Context: an optimization exercise on an open-source flow, tuned for small area and few clock cycles per item. The choices shown serve that exercise and are no tape-out recipe. The RTL was checked by simulation tests, not by an equivalence proof against the original design.

--- design.v ---
module gf16_scalar_prep (
    input  wire [15:0] a,
    output wire [80:0] lm
);
    wire [30:0] h;
    assign h[0] = a[0] ^ a[1] ^ a[2];
    assign h[1] = a[0] ^ a[1];
    assign h[2] = a[0];
    assign h[3] = a[15];
    assign h[4] = a[14];
    assign h[5] = a[13];
    assign h[6] = a[12];
    assign h[7] = a[11] ^ a[15];
    assign h[8] = a[10] ^ a[14];
    assign h[9] = a[9] ^ a[13];
    assign h[10] = a[8] ^ a[12];
    assign h[11] = a[7] ^ a[11] ^ a[15];
    assign h[12] = a[6] ^ a[10] ^ a[14];
    assign h[13] = a[5] ^ a[9] ^ a[13];
    assign h[14] = a[4] ^ a[8] ^ a[12];
    assign h[15] = a[3] ^ a[7] ^ a[11] ^ a[15];
    assign h[16] = h[12] ^ h[3] ^ h[1] ^ h[0];
    assign h[17] = h[13] ^ h[4] ^ h[2] ^ h[1];
    assign h[18] = h[14] ^ h[5] ^ h[3] ^ h[2];
    assign h[19] = h[15] ^ h[6] ^ h[4] ^ h[3];
    assign h[20] = h[16] ^ h[7] ^ h[5] ^ h[4];
    assign h[21] = h[17] ^ h[8] ^ h[6] ^ h[5];
    assign h[22] = h[18] ^ h[9] ^ h[7] ^ h[6];
    assign h[23] = h[19] ^ h[10] ^ h[8] ^ h[7];
    assign h[24] = h[20] ^ h[11] ^ h[9] ^ h[8];
    assign h[25] = h[21] ^ h[12] ^ h[10] ^ h[9];
    assign h[26] = h[22] ^ h[13] ^ h[11] ^ h[10];
    assign h[27] = h[23] ^ h[14] ^ h[12] ^ h[11];
    assign h[28] = h[24] ^ h[15] ^ h[13] ^ h[12];
    assign h[29] = h[25] ^ h[16] ^ h[14] ^ h[13];
    assign h[30] = h[26] ^ h[17] ^ h[15] ^ h[14];
    wire m0 = h[30] ^ h[22];
    wire m1 = h[29] ^ h[21];
    wire m2 = h[28] ^ h[20];
    wire m3 = h[27] ^ h[19];
    wire m4 = h[26] ^ h[18];
    wire m5 = h[25] ^ h[17];
    wire m6 = h[24] ^ h[16];
    wire m7 = h[23] ^ h[15];
    wire m8 = h[22] ^ h[14];
    wire m9 = h[21] ^ h[13];
    wire m10 = h[20] ^ h[12];
    wire m11 = h[19] ^ h[11];
    wire m12 = h[18] ^ h[10];
    wire m13 = h[17] ^ h[9];
    wire m14 = h[16] ^ h[8];
    wire m15 = h[14] ^ h[22];
    wire m16 = h[13] ^ h[21];
    wire m17 = h[12] ^ h[20];
    wire m18 = h[11] ^ h[19];
    wire m19 = h[10] ^ h[18];
    wire m20 = h[9] ^ h[17];
    wire m21 = h[8] ^ h[16];
    wire m22 = h[7] ^ h[15];
    wire m23 = h[6] ^ h[14];
    wire m24 = h[5] ^ h[13];
    wire m25 = h[4] ^ h[12];
    wire m26 = h[3] ^ h[11];
    wire m27 = h[2] ^ h[10];
    wire m28 = h[1] ^ h[9];
    wire m29 = h[0] ^ h[8];
    wire m30 = h[22] ^ h[18];
    wire m31 = h[21] ^ h[17];
    wire m32 = h[20] ^ h[16];
    wire m33 = h[19] ^ h[15];
    wire m34 = h[18] ^ h[14];
    wire m35 = h[17] ^ h[13];
    wire m36 = h[16] ^ h[12];
    wire m37 = h[14] ^ h[18];
    wire m38 = h[13] ^ h[17];
    wire m39 = h[12] ^ h[16];
    wire m40 = h[11] ^ h[15];
    wire m41 = h[10] ^ h[14];
    wire m42 = h[9] ^ h[13];
    wire m43 = h[8] ^ h[12];
    wire m44 = h[18] ^ h[16];
    wire m45 = h[17] ^ h[15];
    wire m46 = h[16] ^ h[14];
    wire m47 = h[14] ^ h[16];
    wire m48 = h[13] ^ h[15];
    wire m49 = h[12] ^ h[14];
    wire m50 = m30 ^ m32;
    wire m51 = m31 ^ m33;
    wire m52 = m32 ^ m34;
    wire m53 = m34 ^ m32;
    wire m54 = m35 ^ m33;
    wire m55 = m36 ^ m34;
    wire m56 = m37 ^ m39;
    wire m57 = m38 ^ m40;
    wire m58 = m39 ^ m41;
    wire m59 = m41 ^ m39;
    wire m60 = m42 ^ m40;
    wire m61 = m43 ^ m41;
    wire m62 = m0 ^ m4;
    wire m63 = m1 ^ m5;
    wire m64 = m2 ^ m6;
    wire m65 = m3 ^ m7;
    wire m66 = m4 ^ m8;
    wire m67 = m5 ^ m9;
    wire m68 = m6 ^ m10;
    wire m69 = m8 ^ m4;
    wire m70 = m9 ^ m5;
    wire m71 = m10 ^ m6;
    wire m72 = m11 ^ m7;
    wire m73 = m12 ^ m8;
    wire m74 = m13 ^ m9;
    wire m75 = m14 ^ m10;
    wire m76 = m4 ^ m6;
    wire m77 = m5 ^ m7;
    wire m78 = m6 ^ m8;
    wire m79 = m8 ^ m6;
    wire m80 = m9 ^ m7;
    wire m81 = m10 ^ m8;
    wire m82 = m62 ^ m64;
    wire m83 = m63 ^ m65;
    wire m84 = m64 ^ m66;
    wire m85 = m66 ^ m64;
    wire m86 = m67 ^ m65;
    wire m87 = m68 ^ m66;
    wire m88 = m69 ^ m71;
    wire m89 = m70 ^ m72;
    wire m90 = m71 ^ m73;
    wire m91 = m73 ^ m71;
    wire m92 = m74 ^ m72;
    wire m93 = m75 ^ m73;
    wire m94 = m15 ^ m19;
    wire m95 = m16 ^ m20;
    wire m96 = m17 ^ m21;
    wire m97 = m18 ^ m22;
    wire m98 = m19 ^ m23;
    wire m99 = m20 ^ m24;
    wire m100 = m21 ^ m25;
    wire m101 = m23 ^ m19;
    wire m102 = m24 ^ m20;
    wire m103 = m25 ^ m21;
    wire m104 = m26 ^ m22;
    wire m105 = m27 ^ m23;
    wire m106 = m28 ^ m24;
    wire m107 = m29 ^ m25;
    wire m108 = m19 ^ m21;
    wire m109 = m20 ^ m22;
    wire m110 = m21 ^ m23;
    wire m111 = m23 ^ m21;
    wire m112 = m24 ^ m22;
    wire m113 = m25 ^ m23;
    wire m114 = m94 ^ m96;
    wire m115 = m95 ^ m97;
    wire m116 = m96 ^ m98;
    wire m117 = m98 ^ m96;
    wire m118 = m99 ^ m97;
    wire m119 = m100 ^ m98;
    wire m120 = m101 ^ m103;
    wire m121 = m102 ^ m104;
    wire m122 = m103 ^ m105;
    wire m123 = m105 ^ m103;
    wire m124 = m106 ^ m104;
    wire m125 = m107 ^ m105;
    assign lm[0] = h[16];
    assign lm[1] = h[15];
    assign lm[2] = h[14];
    assign lm[3] = m44;
    assign lm[4] = m45;
    assign lm[5] = m46;
    assign lm[6] = m47;
    assign lm[7] = m48;
    assign lm[8] = m49;
    assign lm[9] = m32;
    assign lm[10] = m33;
    assign lm[11] = m34;
    assign lm[12] = m50;
    assign lm[13] = m51;
    assign lm[14] = m52;
    assign lm[15] = m53;
    assign lm[16] = m54;
    assign lm[17] = m55;
    assign lm[18] = m39;
    assign lm[19] = m40;
    assign lm[20] = m41;
    assign lm[21] = m56;
    assign lm[22] = m57;
    assign lm[23] = m58;
    assign lm[24] = m59;
    assign lm[25] = m60;
    assign lm[26] = m61;
    assign lm[27] = m6;
    assign lm[28] = m7;
    assign lm[29] = m8;
    assign lm[30] = m76;
    assign lm[31] = m77;
    assign lm[32] = m78;
    assign lm[33] = m79;
    assign lm[34] = m80;
    assign lm[35] = m81;
    assign lm[36] = m64;
    assign lm[37] = m65;
    assign lm[38] = m66;
    assign lm[39] = m82;
    assign lm[40] = m83;
    assign lm[41] = m84;
    assign lm[42] = m85;
    assign lm[43] = m86;
    assign lm[44] = m87;
    assign lm[45] = m71;
    assign lm[46] = m72;
    assign lm[47] = m73;
    assign lm[48] = m88;
    assign lm[49] = m89;
    assign lm[50] = m90;
    assign lm[51] = m91;
    assign lm[52] = m92;
    assign lm[53] = m93;
    assign lm[54] = m21;
    assign lm[55] = m22;
    assign lm[56] = m23;
    assign lm[57] = m108;
    assign lm[58] = m109;
    assign lm[59] = m110;
    assign lm[60] = m111;
    assign lm[61] = m112;
    assign lm[62] = m113;
    assign lm[63] = m96;
    assign lm[64] = m97;
    assign lm[65] = m98;
    assign lm[66] = m114;
    assign lm[67] = m115;
    assign lm[68] = m116;
    assign lm[69] = m117;
    assign lm[70] = m118;
    assign lm[71] = m119;
    assign lm[72] = m103;
    assign lm[73] = m104;
    assign lm[74] = m105;
    assign lm[75] = m120;
    assign lm[76] = m121;
    assign lm[77] = m122;
    assign lm[78] = m123;
    assign lm[79] = m124;
    assign lm[80] = m125;
endmodule
module gf2_dot2 (input wire a, input wire b, input wire c, input wire d, output wire z);
    assign z = (a & b) ^ (c & d);
endmodule
module gf2_xor2 (input wire a, input wire b, output wire z);
    assign z = a ^ b;
endmodule
module gf16_lane_mul (
    input  wire [80:0] lm,
    input  wire [15:0] s,
    output wire [15:0] p
);
    wire v0;
    gf2_xor2 u_v0 (.a(s[0]), .b(s[8]), .z(v0));
    wire v1;
    gf2_xor2 u_v1 (.a(s[1]), .b(s[9]), .z(v1));
    wire v2;
    gf2_xor2 u_v2 (.a(s[2]), .b(s[10]), .z(v2));
    wire v3;
    gf2_xor2 u_v3 (.a(s[3]), .b(s[11]), .z(v3));
    wire v4;
    gf2_xor2 u_v4 (.a(s[4]), .b(s[12]), .z(v4));
    wire v5;
    gf2_xor2 u_v5 (.a(s[5]), .b(s[13]), .z(v5));
    wire v6;
    gf2_xor2 u_v6 (.a(s[6]), .b(s[14]), .z(v6));
    wire v7;
    gf2_xor2 u_v7 (.a(s[7]), .b(s[15]), .z(v7));
    wire v8;
    gf2_xor2 u_v8 (.a(v0), .b(v4), .z(v8));
    wire v9;
    gf2_xor2 u_v9 (.a(v1), .b(v5), .z(v9));
    wire v10;
    gf2_xor2 u_v10 (.a(v2), .b(v6), .z(v10));
    wire v11;
    gf2_xor2 u_v11 (.a(v3), .b(v7), .z(v11));
    wire v12;
    gf2_xor2 u_v12 (.a(v8), .b(v10), .z(v12));
    wire v13;
    gf2_xor2 u_v13 (.a(v9), .b(v11), .z(v13));
    wire v14;
    gf2_dot2 u_v14 (.a(lm[1]), .b(v12), .c(lm[0]), .d(v13), .z(v14));
    wire v15;
    gf2_dot2 u_v15 (.a(lm[2]), .b(v12), .c(lm[1]), .d(v13), .z(v15));
    wire v16;
    gf2_dot2 u_v16 (.a(lm[4]), .b(v10), .c(lm[3]), .d(v11), .z(v16));
    wire v17;
    gf2_dot2 u_v17 (.a(lm[5]), .b(v10), .c(lm[4]), .d(v11), .z(v17));
    wire v18;
    gf2_dot2 u_v18 (.a(lm[7]), .b(v8), .c(lm[6]), .d(v9), .z(v18));
    wire v19;
    gf2_dot2 u_v19 (.a(lm[8]), .b(v8), .c(lm[7]), .d(v9), .z(v19));
    wire v20;
    gf2_xor2 u_v20 (.a(v14), .b(v16), .z(v20));
    wire v21;
    gf2_xor2 u_v21 (.a(v15), .b(v17), .z(v21));
    wire v22;
    gf2_xor2 u_v22 (.a(v14), .b(v18), .z(v22));
    wire v23;
    gf2_xor2 u_v23 (.a(v15), .b(v19), .z(v23));
    wire v24;
    gf2_xor2 u_v24 (.a(v4), .b(v6), .z(v24));
    wire v25;
    gf2_xor2 u_v25 (.a(v5), .b(v7), .z(v25));
    wire v26;
    gf2_dot2 u_v26 (.a(lm[10]), .b(v24), .c(lm[9]), .d(v25), .z(v26));
    wire v27;
    gf2_dot2 u_v27 (.a(lm[11]), .b(v24), .c(lm[10]), .d(v25), .z(v27));
    wire v28;
    gf2_dot2 u_v28 (.a(lm[13]), .b(v6), .c(lm[12]), .d(v7), .z(v28));
    wire v29;
    gf2_dot2 u_v29 (.a(lm[14]), .b(v6), .c(lm[13]), .d(v7), .z(v29));
    wire v30;
    gf2_dot2 u_v30 (.a(lm[16]), .b(v4), .c(lm[15]), .d(v5), .z(v30));
    wire v31;
    gf2_dot2 u_v31 (.a(lm[17]), .b(v4), .c(lm[16]), .d(v5), .z(v31));
    wire v32;
    gf2_xor2 u_v32 (.a(v26), .b(v28), .z(v32));
    wire v33;
    gf2_xor2 u_v33 (.a(v27), .b(v29), .z(v33));
    wire v34;
    gf2_xor2 u_v34 (.a(v26), .b(v30), .z(v34));
    wire v35;
    gf2_xor2 u_v35 (.a(v27), .b(v31), .z(v35));
    wire v36;
    gf2_xor2 u_v36 (.a(v0), .b(v2), .z(v36));
    wire v37;
    gf2_xor2 u_v37 (.a(v1), .b(v3), .z(v37));
    wire v38;
    gf2_dot2 u_v38 (.a(lm[19]), .b(v36), .c(lm[18]), .d(v37), .z(v38));
    wire v39;
    gf2_dot2 u_v39 (.a(lm[20]), .b(v36), .c(lm[19]), .d(v37), .z(v39));
    wire v40;
    gf2_dot2 u_v40 (.a(lm[22]), .b(v2), .c(lm[21]), .d(v3), .z(v40));
    wire v41;
    gf2_dot2 u_v41 (.a(lm[23]), .b(v2), .c(lm[22]), .d(v3), .z(v41));
    wire v42;
    gf2_dot2 u_v42 (.a(lm[25]), .b(v0), .c(lm[24]), .d(v1), .z(v42));
    wire v43;
    gf2_dot2 u_v43 (.a(lm[26]), .b(v0), .c(lm[25]), .d(v1), .z(v43));
    wire v44;
    gf2_xor2 u_v44 (.a(v38), .b(v40), .z(v44));
    wire v45;
    gf2_xor2 u_v45 (.a(v39), .b(v41), .z(v45));
    wire v46;
    gf2_xor2 u_v46 (.a(v38), .b(v42), .z(v46));
    wire v47;
    gf2_xor2 u_v47 (.a(v39), .b(v43), .z(v47));
    wire v48;
    gf2_xor2 u_v48 (.a(v20), .b(v32), .z(v48));
    wire v49;
    gf2_xor2 u_v49 (.a(v21), .b(v33), .z(v49));
    wire v50;
    gf2_xor2 u_v50 (.a(v22), .b(v34), .z(v50));
    wire v51;
    gf2_xor2 u_v51 (.a(v23), .b(v35), .z(v51));
    wire v52;
    gf2_xor2 u_v52 (.a(v20), .b(v44), .z(v52));
    wire v53;
    gf2_xor2 u_v53 (.a(v21), .b(v45), .z(v53));
    wire v54;
    gf2_xor2 u_v54 (.a(v22), .b(v46), .z(v54));
    wire v55;
    gf2_xor2 u_v55 (.a(v23), .b(v47), .z(v55));
    wire v56;
    gf2_xor2 u_v56 (.a(s[8]), .b(s[12]), .z(v56));
    wire v57;
    gf2_xor2 u_v57 (.a(s[9]), .b(s[13]), .z(v57));
    wire v58;
    gf2_xor2 u_v58 (.a(s[10]), .b(s[14]), .z(v58));
    wire v59;
    gf2_xor2 u_v59 (.a(s[11]), .b(s[15]), .z(v59));
    wire v60;
    gf2_xor2 u_v60 (.a(v56), .b(v58), .z(v60));
    wire v61;
    gf2_xor2 u_v61 (.a(v57), .b(v59), .z(v61));
    wire v62;
    gf2_dot2 u_v62 (.a(lm[28]), .b(v60), .c(lm[27]), .d(v61), .z(v62));
    wire v63;
    gf2_dot2 u_v63 (.a(lm[29]), .b(v60), .c(lm[28]), .d(v61), .z(v63));
    wire v64;
    gf2_dot2 u_v64 (.a(lm[31]), .b(v58), .c(lm[30]), .d(v59), .z(v64));
    wire v65;
    gf2_dot2 u_v65 (.a(lm[32]), .b(v58), .c(lm[31]), .d(v59), .z(v65));
    wire v66;
    gf2_dot2 u_v66 (.a(lm[34]), .b(v56), .c(lm[33]), .d(v57), .z(v66));
    wire v67;
    gf2_dot2 u_v67 (.a(lm[35]), .b(v56), .c(lm[34]), .d(v57), .z(v67));
    wire v68;
    gf2_xor2 u_v68 (.a(v62), .b(v64), .z(v68));
    wire v69;
    gf2_xor2 u_v69 (.a(v63), .b(v65), .z(v69));
    wire v70;
    gf2_xor2 u_v70 (.a(v62), .b(v66), .z(v70));
    wire v71;
    gf2_xor2 u_v71 (.a(v63), .b(v67), .z(v71));
    wire v72;
    gf2_xor2 u_v72 (.a(s[12]), .b(s[14]), .z(v72));
    wire v73;
    gf2_xor2 u_v73 (.a(s[13]), .b(s[15]), .z(v73));
    wire v74;
    gf2_dot2 u_v74 (.a(lm[37]), .b(v72), .c(lm[36]), .d(v73), .z(v74));
    wire v75;
    gf2_dot2 u_v75 (.a(lm[38]), .b(v72), .c(lm[37]), .d(v73), .z(v75));
    wire v76;
    gf2_dot2 u_v76 (.a(lm[40]), .b(s[14]), .c(lm[39]), .d(s[15]), .z(v76));
    wire v77;
    gf2_dot2 u_v77 (.a(lm[41]), .b(s[14]), .c(lm[40]), .d(s[15]), .z(v77));
    wire v78;
    gf2_dot2 u_v78 (.a(lm[43]), .b(s[12]), .c(lm[42]), .d(s[13]), .z(v78));
    wire v79;
    gf2_dot2 u_v79 (.a(lm[44]), .b(s[12]), .c(lm[43]), .d(s[13]), .z(v79));
    wire v80;
    gf2_xor2 u_v80 (.a(v74), .b(v76), .z(v80));
    wire v81;
    gf2_xor2 u_v81 (.a(v75), .b(v77), .z(v81));
    wire v82;
    gf2_xor2 u_v82 (.a(v74), .b(v78), .z(v82));
    wire v83;
    gf2_xor2 u_v83 (.a(v75), .b(v79), .z(v83));
    wire v84;
    gf2_xor2 u_v84 (.a(s[8]), .b(s[10]), .z(v84));
    wire v85;
    gf2_xor2 u_v85 (.a(s[9]), .b(s[11]), .z(v85));
    wire v86;
    gf2_dot2 u_v86 (.a(lm[46]), .b(v84), .c(lm[45]), .d(v85), .z(v86));
    wire v87;
    gf2_dot2 u_v87 (.a(lm[47]), .b(v84), .c(lm[46]), .d(v85), .z(v87));
    wire v88;
    gf2_dot2 u_v88 (.a(lm[49]), .b(s[10]), .c(lm[48]), .d(s[11]), .z(v88));
    wire v89;
    gf2_dot2 u_v89 (.a(lm[50]), .b(s[10]), .c(lm[49]), .d(s[11]), .z(v89));
    wire v90;
    gf2_dot2 u_v90 (.a(lm[52]), .b(s[8]), .c(lm[51]), .d(s[9]), .z(v90));
    wire v91;
    gf2_dot2 u_v91 (.a(lm[53]), .b(s[8]), .c(lm[52]), .d(s[9]), .z(v91));
    wire v92;
    gf2_xor2 u_v92 (.a(v86), .b(v88), .z(v92));
    wire v93;
    gf2_xor2 u_v93 (.a(v87), .b(v89), .z(v93));
    wire v94;
    gf2_xor2 u_v94 (.a(v86), .b(v90), .z(v94));
    wire v95;
    gf2_xor2 u_v95 (.a(v87), .b(v91), .z(v95));
    wire v96;
    gf2_xor2 u_v96 (.a(v68), .b(v80), .z(v96));
    wire v97;
    gf2_xor2 u_v97 (.a(v69), .b(v81), .z(v97));
    wire v98;
    gf2_xor2 u_v98 (.a(v70), .b(v82), .z(v98));
    wire v99;
    gf2_xor2 u_v99 (.a(v71), .b(v83), .z(v99));
    wire v100;
    gf2_xor2 u_v100 (.a(v68), .b(v92), .z(v100));
    wire v101;
    gf2_xor2 u_v101 (.a(v69), .b(v93), .z(v101));
    wire v102;
    gf2_xor2 u_v102 (.a(v70), .b(v94), .z(v102));
    wire v103;
    gf2_xor2 u_v103 (.a(v71), .b(v95), .z(v103));
    wire v104;
    gf2_xor2 u_v104 (.a(s[0]), .b(s[4]), .z(v104));
    wire v105;
    gf2_xor2 u_v105 (.a(s[1]), .b(s[5]), .z(v105));
    wire v106;
    gf2_xor2 u_v106 (.a(s[2]), .b(s[6]), .z(v106));
    wire v107;
    gf2_xor2 u_v107 (.a(s[3]), .b(s[7]), .z(v107));
    wire v108;
    gf2_xor2 u_v108 (.a(v104), .b(v106), .z(v108));
    wire v109;
    gf2_xor2 u_v109 (.a(v105), .b(v107), .z(v109));
    wire v110;
    gf2_dot2 u_v110 (.a(lm[55]), .b(v108), .c(lm[54]), .d(v109), .z(v110));
    wire v111;
    gf2_dot2 u_v111 (.a(lm[56]), .b(v108), .c(lm[55]), .d(v109), .z(v111));
    wire v112;
    gf2_dot2 u_v112 (.a(lm[58]), .b(v106), .c(lm[57]), .d(v107), .z(v112));
    wire v113;
    gf2_dot2 u_v113 (.a(lm[59]), .b(v106), .c(lm[58]), .d(v107), .z(v113));
    wire v114;
    gf2_dot2 u_v114 (.a(lm[61]), .b(v104), .c(lm[60]), .d(v105), .z(v114));
    wire v115;
    gf2_dot2 u_v115 (.a(lm[62]), .b(v104), .c(lm[61]), .d(v105), .z(v115));
    wire v116;
    gf2_xor2 u_v116 (.a(v110), .b(v112), .z(v116));
    wire v117;
    gf2_xor2 u_v117 (.a(v111), .b(v113), .z(v117));
    wire v118;
    gf2_xor2 u_v118 (.a(v110), .b(v114), .z(v118));
    wire v119;
    gf2_xor2 u_v119 (.a(v111), .b(v115), .z(v119));
    wire v120;
    gf2_xor2 u_v120 (.a(s[4]), .b(s[6]), .z(v120));
    wire v121;
    gf2_xor2 u_v121 (.a(s[5]), .b(s[7]), .z(v121));
    wire v122;
    gf2_dot2 u_v122 (.a(lm[64]), .b(v120), .c(lm[63]), .d(v121), .z(v122));
    wire v123;
    gf2_dot2 u_v123 (.a(lm[65]), .b(v120), .c(lm[64]), .d(v121), .z(v123));
    wire v124;
    gf2_dot2 u_v124 (.a(lm[67]), .b(s[6]), .c(lm[66]), .d(s[7]), .z(v124));
    wire v125;
    gf2_dot2 u_v125 (.a(lm[68]), .b(s[6]), .c(lm[67]), .d(s[7]), .z(v125));
    wire v126;
    gf2_dot2 u_v126 (.a(lm[70]), .b(s[4]), .c(lm[69]), .d(s[5]), .z(v126));
    wire v127;
    gf2_dot2 u_v127 (.a(lm[71]), .b(s[4]), .c(lm[70]), .d(s[5]), .z(v127));
    wire v128;
    gf2_xor2 u_v128 (.a(v122), .b(v124), .z(v128));
    wire v129;
    gf2_xor2 u_v129 (.a(v123), .b(v125), .z(v129));
    wire v130;
    gf2_xor2 u_v130 (.a(v122), .b(v126), .z(v130));
    wire v131;
    gf2_xor2 u_v131 (.a(v123), .b(v127), .z(v131));
    wire v132;
    gf2_xor2 u_v132 (.a(s[0]), .b(s[2]), .z(v132));
    wire v133;
    gf2_xor2 u_v133 (.a(s[1]), .b(s[3]), .z(v133));
    wire v134;
    gf2_dot2 u_v134 (.a(lm[73]), .b(v132), .c(lm[72]), .d(v133), .z(v134));
    wire v135;
    gf2_dot2 u_v135 (.a(lm[74]), .b(v132), .c(lm[73]), .d(v133), .z(v135));
    wire v136;
    gf2_dot2 u_v136 (.a(lm[76]), .b(s[2]), .c(lm[75]), .d(s[3]), .z(v136));
    wire v137;
    gf2_dot2 u_v137 (.a(lm[77]), .b(s[2]), .c(lm[76]), .d(s[3]), .z(v137));
    wire v138;
    gf2_dot2 u_v138 (.a(lm[79]), .b(s[0]), .c(lm[78]), .d(s[1]), .z(v138));
    wire v139;
    gf2_dot2 u_v139 (.a(lm[80]), .b(s[0]), .c(lm[79]), .d(s[1]), .z(v139));
    wire v140;
    gf2_xor2 u_v140 (.a(v134), .b(v136), .z(v140));
    wire v141;
    gf2_xor2 u_v141 (.a(v135), .b(v137), .z(v141));
    wire v142;
    gf2_xor2 u_v142 (.a(v134), .b(v138), .z(v142));
    wire v143;
    gf2_xor2 u_v143 (.a(v135), .b(v139), .z(v143));
    wire v144;
    gf2_xor2 u_v144 (.a(v116), .b(v128), .z(v144));
    wire v145;
    gf2_xor2 u_v145 (.a(v117), .b(v129), .z(v145));
    wire v146;
    gf2_xor2 u_v146 (.a(v118), .b(v130), .z(v146));
    wire v147;
    gf2_xor2 u_v147 (.a(v119), .b(v131), .z(v147));
    wire v148;
    gf2_xor2 u_v148 (.a(v116), .b(v140), .z(v148));
    wire v149;
    gf2_xor2 u_v149 (.a(v117), .b(v141), .z(v149));
    wire v150;
    gf2_xor2 u_v150 (.a(v118), .b(v142), .z(v150));
    wire v151;
    gf2_xor2 u_v151 (.a(v119), .b(v143), .z(v151));
    wire v152;
    gf2_xor2 u_v152 (.a(v48), .b(v96), .z(v152));
    wire v153;
    gf2_xor2 u_v153 (.a(v49), .b(v97), .z(v153));
    wire v154;
    gf2_xor2 u_v154 (.a(v50), .b(v98), .z(v154));
    wire v155;
    gf2_xor2 u_v155 (.a(v51), .b(v99), .z(v155));
    wire v156;
    gf2_xor2 u_v156 (.a(v52), .b(v100), .z(v156));
    wire v157;
    gf2_xor2 u_v157 (.a(v53), .b(v101), .z(v157));
    wire v158;
    gf2_xor2 u_v158 (.a(v54), .b(v102), .z(v158));
    wire v159;
    gf2_xor2 u_v159 (.a(v55), .b(v103), .z(v159));
    wire v160;
    gf2_xor2 u_v160 (.a(v48), .b(v144), .z(v160));
    gf2_xor2 u_v161 (.a(v49), .b(v145), .z(p[12]));
    gf2_xor2 u_v162 (.a(v50), .b(v146), .z(p[13]));
    gf2_xor2 u_v163 (.a(v51), .b(v147), .z(p[14]));
    gf2_xor2 u_v164 (.a(v52), .b(v148), .z(p[15]));
    gf2_xor2 u_v165 (.a(v53), .b(v149), .z(p[0]));
    wire v166;
    gf2_xor2 u_v166 (.a(v54), .b(v150), .z(v166));
    wire v167;
    gf2_xor2 u_v167 (.a(v55), .b(v151), .z(v167));
    gf2_xor2 u_v168 (.a(v166), .b(p[0]), .z(p[1]));
    gf2_xor2 u_v169 (.a(v167), .b(v166), .z(p[2]));
    gf2_xor2 u_v170 (.a(v156), .b(v152), .z(p[3]));
    gf2_xor2 u_v171 (.a(v157), .b(v153), .z(p[4]));
    gf2_xor2 u_v172 (.a(v158), .b(v154), .z(p[5]));
    gf2_xor2 u_v173 (.a(v159), .b(v155), .z(p[6]));
    gf2_xor2 u_v174 (.a(v160), .b(v156), .z(p[7]));
    gf2_xor2 u_v175 (.a(p[12]), .b(v157), .z(p[8]));
    gf2_xor2 u_v176 (.a(p[13]), .b(v158), .z(p[9]));
    gf2_xor2 u_v177 (.a(p[14]), .b(v159), .z(p[10]));
    gf2_xor2 u_v178 (.a(p[15]), .b(v160), .z(p[11]));
endmodule
module gf16_affine_chunk #(
    parameter        LANES = 32,
    parameter [16:0] POLY  = 17'h1100B
) (
    input  wire                  clk,
    input  wire                  rst,
    input  wire                  in_valid,
    output wire                  in_ready,
    input  wire [15:0]           in_scalar,
    input  wire                  in_acc,
    input  wire [LANES-1:0]      in_mask,
    input  wire [16*LANES-1:0]   in_src,
    input  wire [16*LANES-1:0]   in_dst,
    output wire                  out_valid,
    input  wire                  out_ready,
    output wire [16*LANES-1:0]   out_data,
    output wire [LANES-1:0]      out_mask
);
    wire [80:0] lm;
    gf16_scalar_prep u_prep (.a(in_scalar), .lm(lm));
    wire [16*LANES-1:0] lane_res;
    genvar g;
    generate
        for (g = 0; g < LANES; g = g + 1) begin : lane
            wire [15:0] p;
            gf16_lane_mul u_mul (
                .lm (lm),
                .s  (in_src[16*g +: 16]),
                .p  (p)
            );
            assign lane_res[16*g +: 16] = p ^ (in_dst[16*g +: 16] & {16{in_acc}});
        end
    endgenerate
    reg                 out_valid_q;
    reg [16*LANES-1:0]  out_data_q;
    reg [LANES-1:0]     out_mask_q;
    assign in_ready = !out_valid_q || out_ready;
    always @(posedge clk) begin
        if (rst) begin
            out_valid_q <= 1'b0;
        end else if (in_valid && in_ready) begin
            out_valid_q <= 1'b1;
        end else if (out_ready) begin
            out_valid_q <= 1'b0;
        end
    end
    always @(posedge clk) begin
        if (in_ready) begin
            out_data_q <= lane_res;
            out_mask_q <= in_mask;
        end
    end
    assign out_valid = out_valid_q;
    assign out_data  = out_data_q;
    assign out_mask  = out_mask_q;
endmodule
--- flow/run.sh ---
#!/bin/bash
# The standard layout, with each port buffered by the smallest buffer cell
# (sky130_fd_sc_hd__buf_1) instead of the one buffer_ports picks by itself.
set -euo pipefail
export BUFFER_PORTS_ARGS="-buffer_cell sky130_fd_sc_hd__buf_1"
bash standard.sh > standard.log 2>&1
--- config.mk ---
export PLATFORM = sky130hd
export DESIGN_NAME = gf16_affine_chunk
export DESIGN_NICKNAME = gf16_affine_chunk
export VERILOG_FILES = /design/flow/design.v
export SDC_FILE = /design/flow/constraint.sdc
export NUM_CORES = 4
export LEC_CHECK = 0
export CAP_MARGIN = 20
export CORE_AREA = 5 5 645 260
export CTS_CLUSTER_DIAMETER = 30
export DIE_AREA = 0 0 650 265
export GPL_TIMING_DRIVEN = 0
export SETUP_SLACK_MARGIN = 0.5
export SLEW_MARGIN = 20
export SYNTH_HIERARCHICAL = 1
--- constraint.sdc ---
create_clock -name core_clock -period 5.0 [get_ports {clk}]
set_input_delay 1.0000 -clock core_clock [delete_from_list [all_inputs] [get_ports {clk}]]
set_output_delay 1.0000 -clock core_clock [all_outputs]
set_load 0.01 [all_outputs]
--- standard.sh ---
#!/bin/bash
# synth_recipe.tcl (not shown) runs the flow's synth.tcl, then flattens the netlist and writes it again
# the make line also repeats each setting of config.mk as NAME=value (left out here)
make -C /OpenROAD-flow-scripts/flow DESIGN_CONFIG=/design/flow/config.mk WORK_HOME=/design/flow/orfs CLKGATE_MAP_FILE= SYNTH_SCRIPT=/design/flow/synth_recipe.tcl "${@:-finish}"
==> run notes <==
==> cell usage in the layout (no fill, tap or decap), types with 42 or more instances in the layout <==
cell type	n
xor2_1	5703
nand2_1	3968
buf_1	1606
xnor2_1	566
edfxtp_1	544
diode_2	97
clkbuf_16	78
buf_6	75
xor2_2	56
buf_4	42
==> sequential cells by signal (all words and copies together) (netlist names) <==
signal / flops
out_data_q: 512
out_valid_q: 1
out_mask_q: 32
==> worst reg2reg max path, delay by kind of cell (launching register included) <==
family | cells | cell delay, ns
simple gates | 1 | 0.25
buf+inv | 5 | 1.71
flops | 1 | 0.35
==> per-module statistics from Yosys (local to each module, per instance), a selection <==
module             times used  cell area [µm²]
gf16_affine_chunk           1            23410
gf16_scalar_prep            1             1828
gf2_dot2                 1728            16.27
gf2_xor2                 4000            8.758
==> per-layer routing <==
metal | part of all wire [%] | up-vias
li1 | - | 37152
met1 | 38 | 40342
met2 | 43 | 6177
met3 | 13 | 1489
met4 | 6.7 | 22
met5 | 0.033 | -
==> cell type report <==
type                            instances  area share (%)
Multi-Input combinational cell      10319           70.18
Inverter                               10         0.03698
Timing Repair Buffer                 1633           6.515
Antenna cell                           97          0.2391
Tap cell                             2185           2.693
Buffer                                151           1.631
Sequential cell                       545           16.11
Clock buffer                           81           1.934
Clock inverter                         62          0.6569
==> worst paths after layout <==
| check | from | end | slack (ns) | depth (start not counted) |
|---|---|---|---|---|
| hold / removal | in_mask[27] | out_mask_q[27] | 0.44 | 1 |
| hold reg to reg | out_valid_q | out_valid_q | 0.76 | 2 |
| setup / recovery | in_scalar[15] | out_data_q[154] | 0.16 | 12 |
| setup reg to reg | out_valid_q | out_data_q[390] | 2.24 | 6 |
==> cell usage after synthesis <==
| cell | n |
|---|---|
| xor2_1 | 5760 |
| nand2_1 | 3968 |
| xnor2_1 | 578 |
| edfxtp_1 | 544 |
| buf_4 | 80 |
| buf_6 | 52 |
| buf_2 | 11 |
| inv_1 | 10 |
| clkbuf_1 | 4 |
| clkbuf_8 | 4 |
| xnor3_1 | 3 |
| xor2_4 | 3 |
| a21oi_1 | 1 |
| dfxtp_1 | 1 |
| nand2b_1 | 1 |
| xnor2_2 | 1 |
| xnor3_4 | 1 |
| xor2_2 | 1 |
| xor3_1 | 1 |
| xor3_2 | 1 |
==> what timing repair did <==
action	in CTS	in global routing
buffers inserted	0	6
pin swaps	0	5
endpoints found under the setup margin	290	171
resized for setup	77	68
==> per-stage QoR <==
step           worst slack (ns)  instance area, µm²  hold slack [ns]
2_1_floorplan           -0.7399               88420            1.069
4_1_cts                  0.4143              100700           0.3982
3_5_place_dp            -0.9445               97780           0.7338
3_3_place_gp             -3.145               97190            1.152
6_report                 0.1569              101500           0.4371
5_1_grt                  0.3017              101400           0.4215
==> cells by family (layout without fill, tap and decap cells) <==
kind of cell           count (synthesis)  in the layout  synth area share [%]
XOR/XNOR                            6349           6349                 63.10
AND/OR/NAND/NOR                     3969           3969                 16.86
flip-flops                           545            545                 18.51
buffers and inverters                161           1937                 1.526
AO/OA/AOI/OAI                          1              1              0.005657
other                                  0             97                     0
==> impl_metrics.tcl <==
set metrics [dict create \
    grt_pass1_vias 79231 \
    root_buffer "clkbuf_16" \
    num_rows 93 \
    hold_path.class "primary input to flip-flop" \
    cap_violations 0 \
    clk_pin_slew_ns 0.07 \
    placement.io_buffers 1607 \
    synth_area_leader_cell "xor2_1" \
    dp_hpwl_mm 288.7 \
    grt_use_total_pct 46.51 \
    outcome "timing/DRC/antenna clean" \
    required_ns 5.45 \
    synthesis.nets 12102 \
    finalSetupViolations 0 \
    syn2layout_area_growth_pct 14.87 \
    drcViolationCount 0 \
    grtUsageMet3_pct 15.08 \
    placed_cells 14836 \
    cts_inserted_buffers 78 \
    fin_skew_ns 0.02986 \
    met2_usage_pct 69.11 \
    max_freq_mhz 206.5 \
    antenna_found_initial 108 \
    hold_viol_final 0 \
    yosysTopAreaCellShare_pct 57.08 \
    ant_nets 0 \
    nets 13815 \
    cts.sinks 545 \
    routed_via_density 5.648 \
    crit_buf_inv 2 \
    cts_max_level 3 \
    cts_tree "built" \
    cpLargestDelayFamily "XOR/XNOR gates" \
    ys_top_cells_by_area "xor2_1 (57%), edfxtp_1 (18%), nand2_1 (17%)" \
    fin_util_pct 62.72 \
    regArea_um2 16360 \
    postSynthCellCount 11025 \
    place_congestion 1.032 \
    wl_per_cell_um 28.22 \
    startpoint_type "primary input" \
    drv_slew 0 \
    syn_area_per_cell_um2 8.016 \
    ys_seq_area_share_pct 18.51 \
    worst_pin_slew_ns 1.290 \
    drt_iter0_markers 11791 \
    core_area_um2 161900 \
    setup_tns_ns 0 \
    crit_arrival_ns 5.29 \
    synth_seq_cells 545 \
    cp_cell_sequence "buf_6 -> xnor3_4 -> xor2_1 -> xor2_1 -> buf_6 -> nand2_1 -> xor2_1 -> xor2_1 -> xor2_1 -> xor2_1 -> xor2_1 -> xnor2_1" \
    vias 85182 \
    syn_area_um2 88380 \
    grt_pass1_wl_mm 578.1 \
    fill_cells 14912 \
    end_kind "flip-flop" \
    start_util_pct 54.60 \
    busiest_layer "met2" \
    timing.slew.headroom_pct 14.02 \
    crit_top_cell "xor2_1" \
    fp.dieW_um 650 \
    cpPeakStageDelay_ns 0.75 \
    fin_crit_ns 4.843 \
    rsz0062_at_grt "true" \
    drive_gt1_share_pct 3.000 \
    grt_max_degree 65 \
    cts_max_path_buffers 3 \
    use_met1_pct 58.72 \
    grt_overflow 0 \
    ys_warn_count 7 \
    ys_types 20 \
    fp.dieArea_um2 172300 \
    crit_fanout 32 \
    multi_input_area_um2 71250 \
    die_y_um 265 \
    crit_type "primary input to flip-flop" \
    fin_cells 15083 \
    cts_hold_buf 0 \
    post-route-period-util_pct 96.86 \
    firstDrtPassIters 6 \
    critical-path-slowest-cell "buf_6" \
    clk_latency_ns 0.71 \
    totalWireLength_mm 425.6 \
    pin_count 1623 \
]
Testbench counts, summed over its fixed seeds: cycles 11,972, beats 11,964.

[static timing again, ports no longer ideal]
The results above use ideal ports. As a check the final layout listed here was re-extracted and re-timed, cells and wires unchanged.
Step 1 assumes that a clkbuf_16 drives the clock port and a buf_2 every other input.
Step 2 adds t to the input delays and takes it off the output delays; t is the mean of the earliest and latest rising clock arrival at the registers after step 1. Input paths then give back, and output paths get back, about the clock's delay inside the block.
Slacks: ideal / step 1 / step 2; pairs: ideal / step 1.
t (ns): 0.795
setup slack, ns: 0.157 / 0.121 / -0.674
hold slack, ns: 0.437 / 0.377 / 0.764
worst data-port slew with drivers (ns): 0.18
Met with ideal ports but missed after step 2: setup timing in this run. The setup slack of this run moves by -0.036 ns with the drivers and by -0.831 ns with both steps.
